Context: an optimization exercise on an open-source flow, tuned for small area, a short achievable clock period and few clock cycles. The choices shown serve that exercise and are no tape-out recipe.
No activity file was given, so power comes from the tool's default toggle rates.

==> flow/design.v <==
module wire_codec (
    input  wire        clk,
    input  wire        rst,             
    input  wire        start,
    input  wire [2:0]  start_op,
    input  wire [7:0]  start_n,         
    input  wire [15:0] start_cmd,       
    input  wire [7:0]  start_addr,      
    input  wire [7:0]  start_crc,       
    output wire        busy,
    input  wire        in_valid,
    input  wire [7:0]  in_data,
    output wire        in_ready,
    output reg         out_valid,
    output reg  [7:0]  out_data,
    input  wire        out_ready,
    output wire        done,
    output wire [15:0] status,
    output wire [7:0]  res_crc,
    output wire [7:0]  res_len
);
    localparam [2:0] OP_CRC_GEN   = 3'd0,
                     OP_CRC_CHECK = 3'd1,
                     OP_I2C_WRITE = 3'd2,
                     OP_I2C_READ  = 3'd3,
                     OP_SHDLC_TX  = 3'd4;
    function [7:0] crc_step;
        input [7:0] acc;
        input [7:0] b;
        integer k;
        reg [7:0] a;
        begin
            a = acc ^ b;
            for (k = 0; k < 8; k = k + 1) begin
                if (a[7]) a = {a[6:0], 1'b0} ^ 8'h31;
                else      a = {a[6:0], 1'b0};
            end
            crc_step = a;
        end
    endfunction
    function [7:0] crc_unstep;
        input [7:0] e;
        integer k;
        reg [7:0] a;
        begin
            a = e;
            for (k = 0; k < 8; k = k + 1) begin
                if (a[0]) a = {1'b1, a[7:1] ^ 7'h18};
                else      a = {1'b0, a[7:1]};
            end
            crc_unstep = a;
        end
    endfunction
    function [7:0] sub8;
        input [7:0] a;
        input [7:0] b;
        integer i, d;
        reg [8:0] g, p, g2, p2;
        begin
            g = {a & ~b, 1'b1};
            p = {a ^ ~b, 1'b0};
            for (d = 1; d < 9; d = d * 2) begin
                g2 = g; p2 = p;
                for (i = d; i < 9; i = i + 1) begin
                    g2[i] = g[i] | (p[i] & g[i - d]);
                    p2[i] = p[i] & p[i - d];
                end
                g = g2; p = p2;
            end
            sub8 = (a ^ ~b) ^ g[7:0];
        end
    endfunction
    function is_reserved;
        input [7:0] b;
        begin
            is_reserved = !b[7] && b[4] &&
                          (( b[6] &&  b[5] &&  b[3] &&  b[2] && (b[1] ^ b[0])) ||
                           (!b[6] && !b[5] && !b[3] && !b[2] && b[0]));
        end
    endfunction
    reg s_fin;             
    reg s_crc;             
    reg s_wcmd;            
    reg s_whi, s_wlo;      
    reg s_wcrc;            
    reg s_rhi, s_rlo;      
    reg s_rcrc;            
    reg s_th0, s_th1, s_th2;  
    reg s_tpay;            
    reg s_tchk;            
    reg s_teof;            
    reg       bz_any;      
    reg       dn_any;      
    reg       dn_out;      
    reg       ir_any;      
    reg       ir_out;      
    reg [7:0] cnt;         
    reg [7:0] acc;         
    reg [7:0] p0, p1;      
    reg       chk;         
    reg       bad;         
    reg       bcnt;        
    reg       lo_pend;     
    reg       esc;         
    reg       esc6, esc1;  
    reg [5:0] nlen;        
    reg       inc;         
    reg       pend;        
    assign status  = {14'd0, bcnt, bad};
    assign res_crc = acc;
    assign res_len = {1'b0, nlen, 1'b0};
    wire of      = !out_valid || out_ready;    
    wire fin_now = s_fin && !lo_pend && of;    
    assign busy     = bz_any && !(dn_out && out_ready);
    assign done     = dn_any || (dn_out && out_ready);
    assign in_ready = ir_any || (ir_out && out_ready);
    wire s_thdr = s_th0 | s_th1 | s_th2;
    wire take   = in_valid && in_ready;
    wire accept = start && !busy;
    wire sidle  = !bz_any || dn_out;
    wire sacc   = start && sidle;
    wire a_crc  = (start_op == OP_CRC_GEN) || (start_op == OP_CRC_CHECK);
    wire a_chk  = (start_op == OP_CRC_CHECK);
    wire a_i2c  = (start_op == OP_I2C_WRITE) || (start_op == OP_I2C_READ);
    wire a_wr   = (start_op == OP_I2C_WRITE);
    wire a_rd   = (start_op == OP_I2C_READ);
    wire a_tx   = (start_op == OP_SHDLC_TX);
    wire a_bcnt = a_i2c && (start_n[0] || (start_n > 8'd64));
    wire cnt0   = (cnt == 8'd0);
    wire cnt1   = (cnt == 8'd1);
    wire [7:0] crc_x   = acc ^ in_data;
    wire [7:0] crc_out = crc_step(acc, in_data);
    wire       match   = (crc_x == 8'd0);    
    wire       chk_eq  = (crc_x == p1);      
    wire [7:0] sub_out = sub8(acc, s_thdr ? p0 : p1);
    wire [7:0] csum    = pend ? sub_out : acc;
    wire [7:0] data_byte = ({8{s_wcmd | s_thdr | s_rcrc}} & p0)
                         | ({8{s_whi | s_wlo | s_tpay}} & in_data)
                         | ({8{s_wcrc}} & acc)
                         | ({8{s_tchk}} & csum)
                         | ({8{sidle}} & start_cmd[15:8]);
    wire       t_res     = (s_thdr && is_reserved(p0))
                         | (s_tpay && is_reserved(in_data))
                         | (s_tchk && is_reserved(csum));
    wire       k_7e      = s_teof || sidle;
    wire [7:0] k_byte    = esc ? {1'b0, esc6, !esc6, 1'b1, esc6, esc6, esc1, !(esc6 && esc1)}
                               : {6'b011111, k_7e, !k_7e};
    wire       use_k     = esc || s_teof || (sidle && a_tx) || t_res;
    wire [7:0] b1        = use_k ? k_byte : data_byte;
    wire t_go   = !esc && (s_tpay ? take : ((s_thdr | s_tchk) && of));
    wire eof_go = !esc && s_teof && of;
    wire esc_go = esc && of;
    wire r_take = s_rcrc && take;
    wire r_ok   = r_take && !bad && match;
    wire lo_go  = lo_pend && of;
    wire produce = (accept && ((a_wr && !a_bcnt) || a_tx))
                 | ((s_wcmd | s_wcrc) && of)
                 | (take && (s_whi | s_wlo))
                 | t_go | eof_go | esc_go | r_ok | lo_go;
    wire r_last  = r_take && cnt1;
    wire finish  = (s_crc && ((take && cnt1) || cnt0))
                 | (s_rhi && cnt0)
                 | (r_last && !r_ok && !lo_pend);
    wire to_fin  = (accept && a_bcnt)
                 | (s_wcmd && of && cnt0)
                 | (s_wcrc && of && cnt1)
                 | (r_last && (r_ok || lo_pend))
                 | eof_go
                 | (s_fin && !fin_now);
    wire out_valid_d = produce || (out_valid && !out_ready);
    wire lo_pend_d   = r_ok || (lo_pend && !of);
    wire esc_d       = t_go ? t_res : (esc && !esc_go);
    wire bad_d = accept ? (a_chk && start_crc != 8'hFF)
               : (s_crc && take) ? (chk && !chk_eq)
               : (bad || (r_take && !match));
    wire n_crc  = (accept && a_crc) || (s_crc && !finish);
    wire n_wcmd = (accept && a_wr && !a_bcnt) || (s_wcmd && !of);
    wire n_whi  = (s_wcmd && of && !cnt0) || (s_wcrc && of && !cnt1) || (s_whi && !take);
    wire n_wlo  = (s_whi && take) || (s_wlo && !take);
    wire n_wcrc = (s_wlo && take) || (s_wcrc && !of);
    wire n_rhi  = (accept && a_rd && !a_bcnt) || (s_rhi && !take && !cnt0) || (r_take && !cnt1);
    wire n_rlo  = (s_rhi && take) || (s_rlo && !take);
    wire n_rcrc = (s_rlo && take) || (s_rcrc && !take);
    wire n_th0  = (accept && a_tx) || (s_th0 && !t_go);
    wire n_th1  = (s_th0 && t_go) || (s_th1 && !t_go);
    wire n_th2  = (s_th1 && t_go) || (s_th2 && !t_go);
    wire n_tpay = (s_th2 && t_go && !cnt0) || (s_tpay && !(t_go && cnt1));
    wire n_tchk = (s_th2 && t_go && cnt0) || (s_tpay && t_go && cnt1) || (s_tchk && !t_go);
    wire n_teof = (s_tchk && t_go) || (s_teof && !eof_go);
    wire ir_any_d = n_crc || n_rlo || (n_rcrc && bad);
    wire ir_out_d = n_whi || n_wlo || n_rhi || (n_rcrc && !bad) || (n_tpay && !esc_d);
    always @(posedge clk) begin
        if (of)
            out_data <= lo_go ? p0 : b1;
        out_valid <= out_valid_d;
        lo_pend   <= lo_pend_d;
        bz_any <= (accept || (busy && !finish)) && !(to_fin && !lo_pend_d && !out_valid_d);
        dn_any <= finish || (to_fin && !lo_pend_d && !out_valid_d);
        dn_out <= to_fin && !lo_pend_d;
        s_fin  <= to_fin;
        s_crc  <= n_crc;
        s_wcmd <= n_wcmd;
        s_whi  <= n_whi;
        s_wlo  <= n_wlo;
        s_wcrc <= n_wcrc;
        s_rhi  <= n_rhi;
        s_rlo  <= n_rlo;
        s_rcrc <= n_rcrc;
        s_th0  <= n_th0;
        s_th1  <= n_th1;
        s_th2  <= n_th2;
        s_tpay <= n_tpay;
        s_tchk <= n_tchk;
        s_teof <= n_teof;
        ir_any <= ir_any_d;
        ir_out <= ir_out_d;
        bad    <= bad_d;
        esc    <= esc_d;
        if (sacc || (s_wcrc && of) || r_take)
            acc <= 8'hFF;
        else if ((take && !s_tpay) || (s_thdr && t_go) || pend)
            acc <= (s_thdr | pend) ? sub_out : crc_out;
        pend <= s_tpay && take;
        if (sacc)
            p0 <= a_tx ? start_addr : start_cmd[7:0];
        else if ((s_rhi && take) || (s_thdr && t_go) || r_ok)
            p0 <= s_rhi ? in_data : p1;
        if (sacc)
            p1 <= a_chk ? crc_unstep(start_crc) : start_cmd[7:0];
        else if (((s_rlo | s_tpay) && take) || (s_thdr && t_go))
            p1 <= s_thdr ? cnt : in_data;
        if (sacc)
            cnt <= a_i2c ? {1'b0, start_n[7:1]} : start_n;
        else if ((take && (s_crc | s_rcrc | s_tpay)) || (s_wcrc && of))
            cnt <= cnt - 8'd1;
        if (sacc)
            chk  <= a_chk;
        if (accept) begin
            bcnt <= a_bcnt;
            nlen <= 6'd0;
        end else if (inc)
            nlen <= nlen + 6'd1;
        inc <= r_ok;
        if (t_go) begin
            esc6 <= data_byte[6];
            esc1 <= data_byte[1];
        end
        if (rst) begin
            bz_any    <= 1'b0;
            dn_any    <= 1'b0;
            dn_out    <= 1'b0;
            ir_any    <= 1'b0;
            ir_out    <= 1'b0;
            out_valid <= 1'b0;
            lo_pend   <= 1'b0;
            esc       <= 1'b0;
            inc       <= 1'b0;
            pend      <= 1'b0;
            s_fin     <= 1'b0;
            s_crc     <= 1'b0;
            s_wcmd    <= 1'b0;
            s_whi     <= 1'b0;
            s_wlo     <= 1'b0;
            s_wcrc    <= 1'b0;
            s_rhi     <= 1'b0;
            s_rlo     <= 1'b0;
            s_rcrc    <= 1'b0;
            s_th0     <= 1'b0;
            s_th1     <= 1'b0;
            s_th2     <= 1'b0;
            s_tpay    <= 1'b0;
            s_tchk    <= 1'b0;
            s_teof    <= 1'b0;
        end
    end
endmodule
==> flow/config.mk <==
export PLATFORM = sky130hd
export DESIGN_NAME = wire_codec
export DESIGN_NICKNAME = wire_codec
export VERILOG_FILES = /design/flow/design.v
export SDC_FILE = /design/flow/constraint.sdc
export NUM_CORES = 4
export LEC_CHECK = 0
export CAP_MARGIN = 20
export CORE_MARGIN = 2
export CORE_UTILIZATION = 30
export SETUP_SLACK_MARGIN = 3.0
export SLEW_MARGIN = 20
export TNS_END_PERCENT = 0
==> flow/constraint.sdc <==
create_clock -name core_clock -period 5.0 [get_ports {clk}]
set_input_delay 1.0000 -clock core_clock [delete_from_list [all_inputs] [get_ports {clk}]]
set_output_delay 1.0000 -clock core_clock [all_outputs]
set_load 0.01 [all_outputs]
standard.sh (not shown) runs the stock make flow with config.mk's settings and CLKGATE_MAP_FILE= SYNTH_SCRIPT=/design/flow/synth_recipe.tcl, a recipe that flattens the netlist after the stock synthesis.
==> flow/flow/run.sh <==
#!/bin/bash
# Standard layout, with the port buffers made from buf_2 cells instead of the smallest buffer.
set -euo pipefail
export BUFFER_PORTS_ARGS="-buffer_cell sky130_fd_sc_hd__buf_2"
bash standard.sh > standard_flow.log 2>&1
Then changed:
--- a/flow/design.v
+++ b/flow/design.v
@@ -71,13 +71,11 @@
         end
     endfunction
     function is_reserved;
         input [7:0] b;
         begin
-            is_reserved = !b[7] && b[4] &&
-                          (( b[6] &&  b[5] &&  b[3] &&  b[2] && (b[1] ^ b[0])) ||
-                           (!b[6] && !b[5] && !b[3] && !b[2] && b[0]));
+            is_reserved = (b == 8'h7E) || (b == 8'h7D) || (b == 8'h11) || (b == 8'h13);
         end
     endfunction
     reg s_fin;             
     reg s_crc;             
     reg s_wcmd;            
@@ -103,11 +101,10 @@
     reg       lo_pend;     
     reg       esc;         
     reg       esc6, esc1;  
     reg [5:0] nlen;        
     reg       inc;         
-    reg       pend;        
     assign status  = {14'd0, bcnt, bad};
     assign res_crc = acc;
     assign res_len = {1'b0, nlen, 1'b0};
     wire of      = !out_valid || out_ready;    
     wire fin_now = s_fin && !lo_pend && of;    
@@ -115,12 +112,10 @@
     assign done     = dn_any || (dn_out && out_ready);
     assign in_ready = ir_any || (ir_out && out_ready);
     wire s_thdr = s_th0 | s_th1 | s_th2;
     wire take   = in_valid && in_ready;
     wire accept = start && !busy;
-    wire sidle  = !bz_any || dn_out;
-    wire sacc   = start && sidle;
     wire a_crc  = (start_op == OP_CRC_GEN) || (start_op == OP_CRC_CHECK);
     wire a_chk  = (start_op == OP_CRC_CHECK);
     wire a_i2c  = (start_op == OP_I2C_WRITE) || (start_op == OP_I2C_READ);
     wire a_wr   = (start_op == OP_I2C_WRITE);
     wire a_rd   = (start_op == OP_I2C_READ);
@@ -130,24 +125,21 @@
     wire cnt1   = (cnt == 8'd1);
     wire [7:0] crc_x   = acc ^ in_data;
     wire [7:0] crc_out = crc_step(acc, in_data);
     wire       match   = (crc_x == 8'd0);    
     wire       chk_eq  = (crc_x == p1);      
-    wire [7:0] sub_out = sub8(acc, s_thdr ? p0 : p1);
-    wire [7:0] csum    = pend ? sub_out : acc;
     wire [7:0] data_byte = ({8{s_wcmd | s_thdr | s_rcrc}} & p0)
                          | ({8{s_whi | s_wlo | s_tpay}} & in_data)
-                         | ({8{s_wcrc}} & acc)
-                         | ({8{s_tchk}} & csum)
-                         | ({8{sidle}} & start_cmd[15:8]);
+                         | ({8{s_wcrc | s_tchk}} & acc)
+                         | ({8{!busy}} & start_cmd[15:8]);
     wire       t_res     = (s_thdr && is_reserved(p0))
                          | (s_tpay && is_reserved(in_data))
-                         | (s_tchk && is_reserved(csum));
-    wire       k_7e      = s_teof || sidle;
+                         | (s_tchk && is_reserved(acc));
+    wire       k_7e      = s_teof || !busy;
     wire [7:0] k_byte    = esc ? {1'b0, esc6, !esc6, 1'b1, esc6, esc6, esc1, !(esc6 && esc1)}
                                : {6'b011111, k_7e, !k_7e};
-    wire       use_k     = esc || s_teof || (sidle && a_tx) || t_res;
+    wire       use_k     = esc || s_teof || (!busy && a_tx) || t_res;
     wire [7:0] b1        = use_k ? k_byte : data_byte;
     wire t_go   = !esc && (s_tpay ? take : ((s_thdr | s_tchk) && of));
     wire eof_go = !esc && s_teof && of;
     wire esc_go = esc && of;
     wire r_take = s_rcrc && take;
@@ -214,30 +206,28 @@
         s_teof <= n_teof;
         ir_any <= ir_any_d;
         ir_out <= ir_out_d;
         bad    <= bad_d;
         esc    <= esc_d;
-        if (sacc || (s_wcrc && of) || r_take)
+        if (accept || (s_wcrc && of) || r_take)
             acc <= 8'hFF;
-        else if ((take && !s_tpay) || (s_thdr && t_go) || pend)
-            acc <= (s_thdr | pend) ? sub_out : crc_out;
-        pend <= s_tpay && take;
-        if (sacc)
+        else if (take || (s_thdr && t_go))
+            acc <= (s_thdr | s_tpay) ? sub8(acc, s_tpay ? in_data : p0) : crc_out;
+        if (accept)
             p0 <= a_tx ? start_addr : start_cmd[7:0];
         else if ((s_rhi && take) || (s_thdr && t_go) || r_ok)
             p0 <= s_rhi ? in_data : p1;
-        if (sacc)
+        if (accept)
             p1 <= a_chk ? crc_unstep(start_crc) : start_cmd[7:0];
-        else if (((s_rlo | s_tpay) && take) || (s_thdr && t_go))
+        else if ((s_rlo && take) || (s_thdr && t_go))
             p1 <= s_thdr ? cnt : in_data;
-        if (sacc)
+        if (accept)
             cnt <= a_i2c ? {1'b0, start_n[7:1]} : start_n;
         else if ((take && (s_crc | s_rcrc | s_tpay)) || (s_wcrc && of))
             cnt <= cnt - 8'd1;
-        if (sacc)
+        if (accept) begin
             chk  <= a_chk;
-        if (accept) begin
             bcnt <= a_bcnt;
             nlen <= 6'd0;
         end else if (inc)
             nlen <= nlen + 6'd1;
         inc <= r_ok;
@@ -253,11 +243,10 @@
             ir_out    <= 1'b0;
             out_valid <= 1'b0;
             lo_pend   <= 1'b0;
             esc       <= 1'b0;
             inc       <= 1'b0;
-            pend      <= 1'b0;
             s_fin     <= 1'b0;
             s_crc     <= 1'b0;
             s_wcmd    <= 1'b0;
             s_whi     <= 1'b0;
             s_wlo     <= 1'b0;
Critical path depth shrinks by 3; core utilization grows by 0.25 points; clock skew shrinks by 0.0031 ns; area after synthesis shrinks by 4.6%; routed wire length shrinks by 12%; via count shrinks by 9.3%; setup slack gets better by 0.78 ns; global-route usage shrinks by 0.54 points; flip-flop and latch count shrinks by 1; sequential power barely changes; fmax grows by 30%.
No functional check of the RTL was part of any run of this note.

[separate check: timing with driven ports]
No port has a modelled driver above. Below, the same layouts with a new extraction and two added sets of constraints.
Step 1: set_driving_cell puts a clkbuf_16 on clk and a buf_2 on each other input, an assumption about the parent block.
Step 2 moves the port delays by t, midway between the first and last clock arrival at a register: inputs arrive t later, outputs are due t later. That takes back most of the time a late clock gives input paths.
a / b / c = no drivers / after step 1 / after step 2; a / b = the first two.
run | t (ns) | setup slack, ns | pins driven straight from the clock port
the first run | 0.382 | 1.665 / 1.665 / 1.553 | 1
the second run | 0.380 | 2.442 / 2.416 / 2.037 | 1
After both steps setup and hold are still met in every run listed. For the second run, which loses most, drivers alone change the setup slack by -0.026 ns; drivers and shift together by -0.405 ns.
